Background: an optimization exercise with open tools, aiming at small area, a short achievable clock period and few clock cycles per item. Do not read the settings as production practice. At most, simulation tests tie the RTL to the original design; equivalence was not proved. Power and IR drop assume default switching activity.

Setup of lane 1:
==> module bms_encoder, before the edit <==
module bms_encoder (
    input  wire        clk,
    input  wire        rst,
    input  wire [7:0]  a_local,
    input  wire        req_valid,
    output wire        req_ready,
    input  wire [2:0]  req_kind,
    input  wire [31:0] req_x0,
    input  wire [31:0] req_x1,
    input  wire [31:0] req_x2,
    input  wire [31:0] req_x3,
    input  wire [31:0] req_x4,
    input  wire [7:0]  req_u0,
    input  wire [7:0]  req_u1,
    input  wire [55:0] req_bitmap,
    output reg         out_valid,
    input  wire        out_ready,
    output reg         out_err,
    output wire [7:0]  out_err_idx,
    output wire [31:0] out_id,
    output wire [63:0] out_data
);
    wire k_va  = !req_kind[2] && !req_kind[0];           
    wire k_st  = req_kind == 3'd1;                       
    wire k_vc  = req_kind == 3'd3;                       
    wire k_tp  = req_kind == 3'd4;                       
    wire k_ch  = k_vc || k_tp;                           
    wire k_bal = req_kind == 3'd5;                       
    wire        h = req_kind[2];
    wire [15:0] lo0, lo1, lo2;
    wire [9:0]  hi0, hi1;
    wire        go0, go1, go2;
    wire        c0, c1, c2;
    bms_seg #(.W(42)) u_s0 (.x(req_x0), .h(h), .lo(lo0), .go(go0), .ca(c0), .hi(hi0));
    bms_seg #(.W(42)) u_s1 (.x(req_x1), .h(h), .lo(lo1), .go(go1), .ca(c1), .hi(hi1));
    wire [31:0] x2c = {{6{req_x2[25]}}, req_x2[25:0]};
    bms_seg #(.W(32)) u_s2 (.x(x2c), .h(!req_kind[0]), .lo(lo2), .go(go2), .ca(c2), .hi());
    wire [7:0] q2s, q3;
    bms_u8 u_q2s (.x(req_x2), .q(q2s));
    bms_u8 u_q3  (.x(req_x3), .q(q3));
    wire [7:0] q4 = req_x4[23:16] + {7'd0, req_x4[31] && (req_x4[15:0] != 16'd0)};
    wire ok0k, ok1k, ok2k, ok0h, ok1h, ok2h, ok2s, ok3s, ok4;
    bms_scale #(.XLO(-2147549),  .XHI(2147483))  u_ok0k (.x(req_x0), .ok(ok0k));
    bms_scale #(.XLO(-2147549),  .XHI(2147483))  u_ok1k (.x(req_x1), .ok(ok1k));
    bms_scale #(.XLO(-2147549),  .XHI(2147483))  u_ok2k (.x(req_x2), .ok(ok2k));
    bms_scale #(.XLO(-21475491), .XHI(21474836)) u_ok0h (.x(req_x0), .ok(ok0h));
    bms_scale #(.XLO(-21475491), .XHI(21474836)) u_ok1h (.x(req_x1), .ok(ok1h));
    bms_scale #(.XLO(-21475491), .XHI(21474836)) u_ok2h (.x(req_x2), .ok(ok2h));
    bms_scale #(.XLO(-257),      .XHI(65793))    u_ok2s (.x(req_x2), .ok(ok2s));
    bms_scale #(.XLO(-257),      .XHI(65793))    u_ok3s (.x(req_x3), .ok(ok3s));
    bms_scale #(.XLO(-8454143),  .XHI(8388607))  u_ok4  (.x(req_x4), .ok(ok4));
    wire [8:0] first = {1'b0, req_u0};
    wire [8:0] count = {1'b0, req_u1};
    wire [8:0] left = count - first;         
    wire use0 = !left[8] && (left[7:0] != 8'd0);
    wire use1 = !left[8] && (left[7:1] != 7'd0);
    wire use2 = !left[8] && ((left[7:2] != 6'd0) || (left[1:0] == 2'd3));
    wire f0 = use0 && !(h ? ok0h : ok0k);
    wire f1 = use1 && !(h ? ok1h : ok1k);
    wire f2 = use2 && !(h ? ok2h : ok2k);
    wire s_err = !ok0k || !ok1k || !ok2s || !ok3s || !ok4;
    wire [2:0] s_idx = !ok0k ? 3'd0 : !ok1k ? 3'd1 : !ok2s ? 3'd2 : !ok3s ? 3'd3 : 3'd4;
    wire       r_err = k_st ? s_err : k_ch ? (f0 || f1 || f2) : 1'b0;
    wire [2:0] r_idx = k_ch ? (f0 ? 3'd0 : f1 ? 3'd1 : 3'd2) : s_idx;
    reg [63:0] r_data;
    reg [3:0]  r_ci;
    always @(*) begin
        if (k_va) begin
            r_data = {lo0[15:10], hi0, lo0, lo1[15:10], hi1, lo1};
            r_ci   = {1'b0, c0, 1'b0, c1};
        end else if (k_st) begin
            r_data = {lo0, lo1, q2s, q3, q4, req_u0};
            r_ci   = {c0, c1, 2'b00};
        end else if (k_ch) begin
            r_data = {req_u0, req_u1,
                      use0 ? lo0 : 16'd0,
                      use1 ? lo1 : 16'd0,
                      use2 ? lo2 : 16'd0};
            r_ci   = {1'b0, use0 && c0, use1 && c1, use2 && c2};
        end else if (k_bal) begin
            r_data = {req_u0, req_bitmap};
            r_ci   = 4'd0;
        end else begin
            r_data = {req_u0, req_u1, 48'd0};
            r_ci   = 4'd0;
        end
    end
    reg [2:0]  out_kind;
    reg [2:0]  out_idx;
    reg [63:0] out_reg;
    reg [3:0]  out_ci;
    reg [1:0]  out_go;
    assign req_ready = !out_valid || out_ready;
    always @(posedge clk) begin
        if (rst) begin
            out_valid <= 1'b0;
        end else if (req_ready) begin
            out_valid <= req_valid;
        end
        if (req_ready) begin
            out_err  <= r_err;
            out_kind <= req_kind;
            out_idx  <= r_idx;
            out_reg  <= r_data;
            out_ci   <= r_ci;
            out_go   <= {go0, go1};
        end
    end
    wire o_ch = (out_kind == 3'd3) || (out_kind == 3'd4);
    assign out_err_idx = o_ch ? out_reg[63:56] + {6'd0, out_idx[1:0]} : {5'd0, out_idx};
    wire        o_va = !out_kind[2] && !out_kind[0];
    wire [15:0] l2 = out_reg[47:32] + {15'd0, out_ci[2]};
    wire [15:0] l0 = out_reg[15:0]  + {15'd0, out_ci[0]};
    wire        x2 = (&out_reg[47:32]) && out_ci[2];
    wire        x0 = (&out_reg[15:0])  && out_ci[0];
    wire [1:0]  c32_0 = {1'b0, out_go[1]} + {1'b0, x2};
    wire [1:0]  c32_1 = {1'b0, out_go[0]} + {1'b0, x0};
    wire [15:0] r3p = out_reg[63:48] + 16'd1, r1p = out_reg[31:16] + 16'd1;
    wire [9:0]  r3b = {out_reg[57:49] + 9'd1, out_reg[48]};
    wire [9:0]  r1b = {out_reg[25:17] + 9'd1, out_reg[16]};
    wire [9:0]  h3 = c32_0[1] ? r3b : c32_0[0] ? r3p[9:0] : out_reg[57:48];
    wire [9:0]  h1 = c32_1[1] ? r1b : c32_1[0] ? r1p[9:0] : out_reg[25:16];
    wire [15:0] l3 = o_va ? {{6{h3[9]}}, h3} : out_ci[3] ? r3p : out_reg[63:48];
    wire [15:0] l1 = o_va ? {{6{h1[9]}}, h1} : out_ci[1] ? r1p : out_reg[31:16];
    assign out_data = {l3, l2, l1, l0};
    reg [7:0] pt;
    always @(*) begin
        case (out_kind)
            3'd0: pt = 8'd38;
            3'd1: pt = 8'd45;
            3'd2: pt = 8'd40;
            3'd3: pt = 8'd41;
            3'd4: pt = 8'd43;
            3'd5: pt = 8'd42;
            default: pt = 8'd255;
        endcase
    end
    assign out_id = {16'h8000, pt, a_local};
endmodule
==> flow/config.mk <==
export PLATFORM = sky130hd
export DESIGN_NAME = bms_encoder
export DESIGN_NICKNAME = bms_encoder
export VERILOG_FILES = /design/flow/design.v
export SDC_FILE = /design/flow/constraint.sdc
export NUM_CORES = 4
export LEC_CHECK = 0
export CAP_MARGIN = 20
export CORE_MARGIN = 2
export CORE_UTILIZATION = 40
export SLEW_MARGIN = 20
==> flow/constraint.sdc <==
create_clock -name core_clock -period 12.0 [get_ports {clk}]
set_input_delay 2.4000 -clock core_clock [delete_from_list [all_inputs] [get_ports {clk}]]
set_output_delay 2.4000 -clock core_clock [all_outputs]
set_load 0.01 [all_outputs]
standard.sh (not shown) runs the stock make flow with config.mk's settings and CLKGATE_MAP_FILE= SYNTH_SCRIPT=/design/flow/synth_recipe.tcl, a recipe that flattens the netlist after the stock synthesis.
==> flow/flow/run.sh <==
#!/bin/bash
# Standard layout, with plain buf_1 cells as the port buffers and timing
# repair aimed at a setup slack of 6.4 ns.
set -euo pipefail
export BUFFER_PORTS_ARGS="-buffer_cell sky130_fd_sc_hd__buf_1"
export SETUP_SLACK_MARGIN=6.4
bash standard.sh > standard.log 2>&1
> inputs changed (lane 1 -> lane 2)
-- flow/design.v --
<<< lane 1, line 166
    wire [1:0]  c32_0 = {1'b0, out_go[1]} + {1'b0, x2};
    wire [1:0]  c32_1 = {1'b0, out_go[0]} + {1'b0, x0};
    wire [15:0] r3p = out_reg[63:48] + 16'd1, r1p = out_reg[31:16] + 16'd1;
    wire [9:0]  r3b = {out_reg[57:49] + 9'd1, out_reg[48]};
    wire [9:0]  r1b = {out_reg[25:17] + 9'd1, out_reg[16]};
    wire [9:0]  h3 = c32_0[1] ? r3b : c32_0[0] ? r3p[9:0] : out_reg[57:48];
    wire [9:0]  h1 = c32_1[1] ? r1b : c32_1[0] ? r1p[9:0] : out_reg[25:16];
    wire [15:0] l3 = o_va ? {{6{h3[9]}}, h3} : out_ci[3] ? r3p : out_reg[63:48];
    wire [15:0] l1 = o_va ? {{6{h1[9]}}, h1} : out_ci[1] ? r1p : out_reg[31:16];
    assign out_data = {l3, l2, l1, l0};
    reg [7:0] pt;
>>> lane 2, line 166
    wire [1:0]  c32_0 = {1'b0, out_go[1]} + {1'b0, x2};
    wire [1:0]  c32_1 = {1'b0, out_go[0]} + {1'b0, x0};
    wire [9:0]  r3a = out_reg[57:48] + 10'd1, r3b = out_reg[57:48] + 10'd2;
    wire [9:0]  r1a = out_reg[25:16] + 10'd1, r1b = out_reg[25:16] + 10'd2;
    wire [9:0]  h3 = c32_0[1] ? r3b : c32_0[0] ? r3a : out_reg[57:48];
    wire [9:0]  h1 = c32_1[1] ? r1b : c32_1[0] ? r1a : out_reg[25:16];
    wire [15:0] l3 = o_va ? {{6{h3[9]}}, h3} : out_reg[63:48] + {15'd0, out_ci[3]};
    wire [15:0] l1 = o_va ? {{6{h1[9]}}, h1} : out_reg[31:16] + {15'd0, out_ci[1]};
    assign out_data = {l3, l2, l1, l0};
    reg [7:0] pt;
Notes after the runs:
Side by side, cell count turned out lower in lane 2 than in lane 1. Changes observed in lane 2 relative to lane 1: wire length neither gained nor lost much, proportion of register bits with asynchronous set or reset after synthesis saw little to no change, worst-case vdd ir drop picked up an extra 33%, floorplan die area climbed 500 µm², worst path setup slack after routing saw an increase. Between lane 1 and lane 2, the flow reports filler cell count in the final layout decreasing slightly.
Testbench counts of lane 2, summed over its fixed seeds: cycles 16,008, items 16,000.
Only the layout flow was run in lane 1; the RTL was not checked for function there.

## separate check: timing with driven ports
In the flow no input, the clock included, has a driving cell. The finished layouts below were timed again as built, in two steps.
Step 1 assumes that a clkbuf_16 drives the clock port and a buf_2 every other input.
Step 2 adds t to the input delays and takes it off the output delays; t is the mean of the earliest and latest rising clock arrival at the registers after step 1. Input paths then give back, and output paths get back, about the clock's delay inside the block.
Slacks: no drivers / after step 1 / after step 2; pairs: no drivers / after step 1.
run | shift t [ns] | setup slack, ns | worst setup path at the end | cell pins on the clock port's net
lane 1 | 0.394 | 6.336 / 6.135 / 5.741 | input to register | 1
lane 2 | 0.401 | 6.474 / 6.215 / 5.814 | input to register | 1
After both steps setup and hold are still met in every run listed. For lane 2, which loses most, drivers alone change the setup slack by -0.259 ns; drivers and shift together by -0.660 ns.
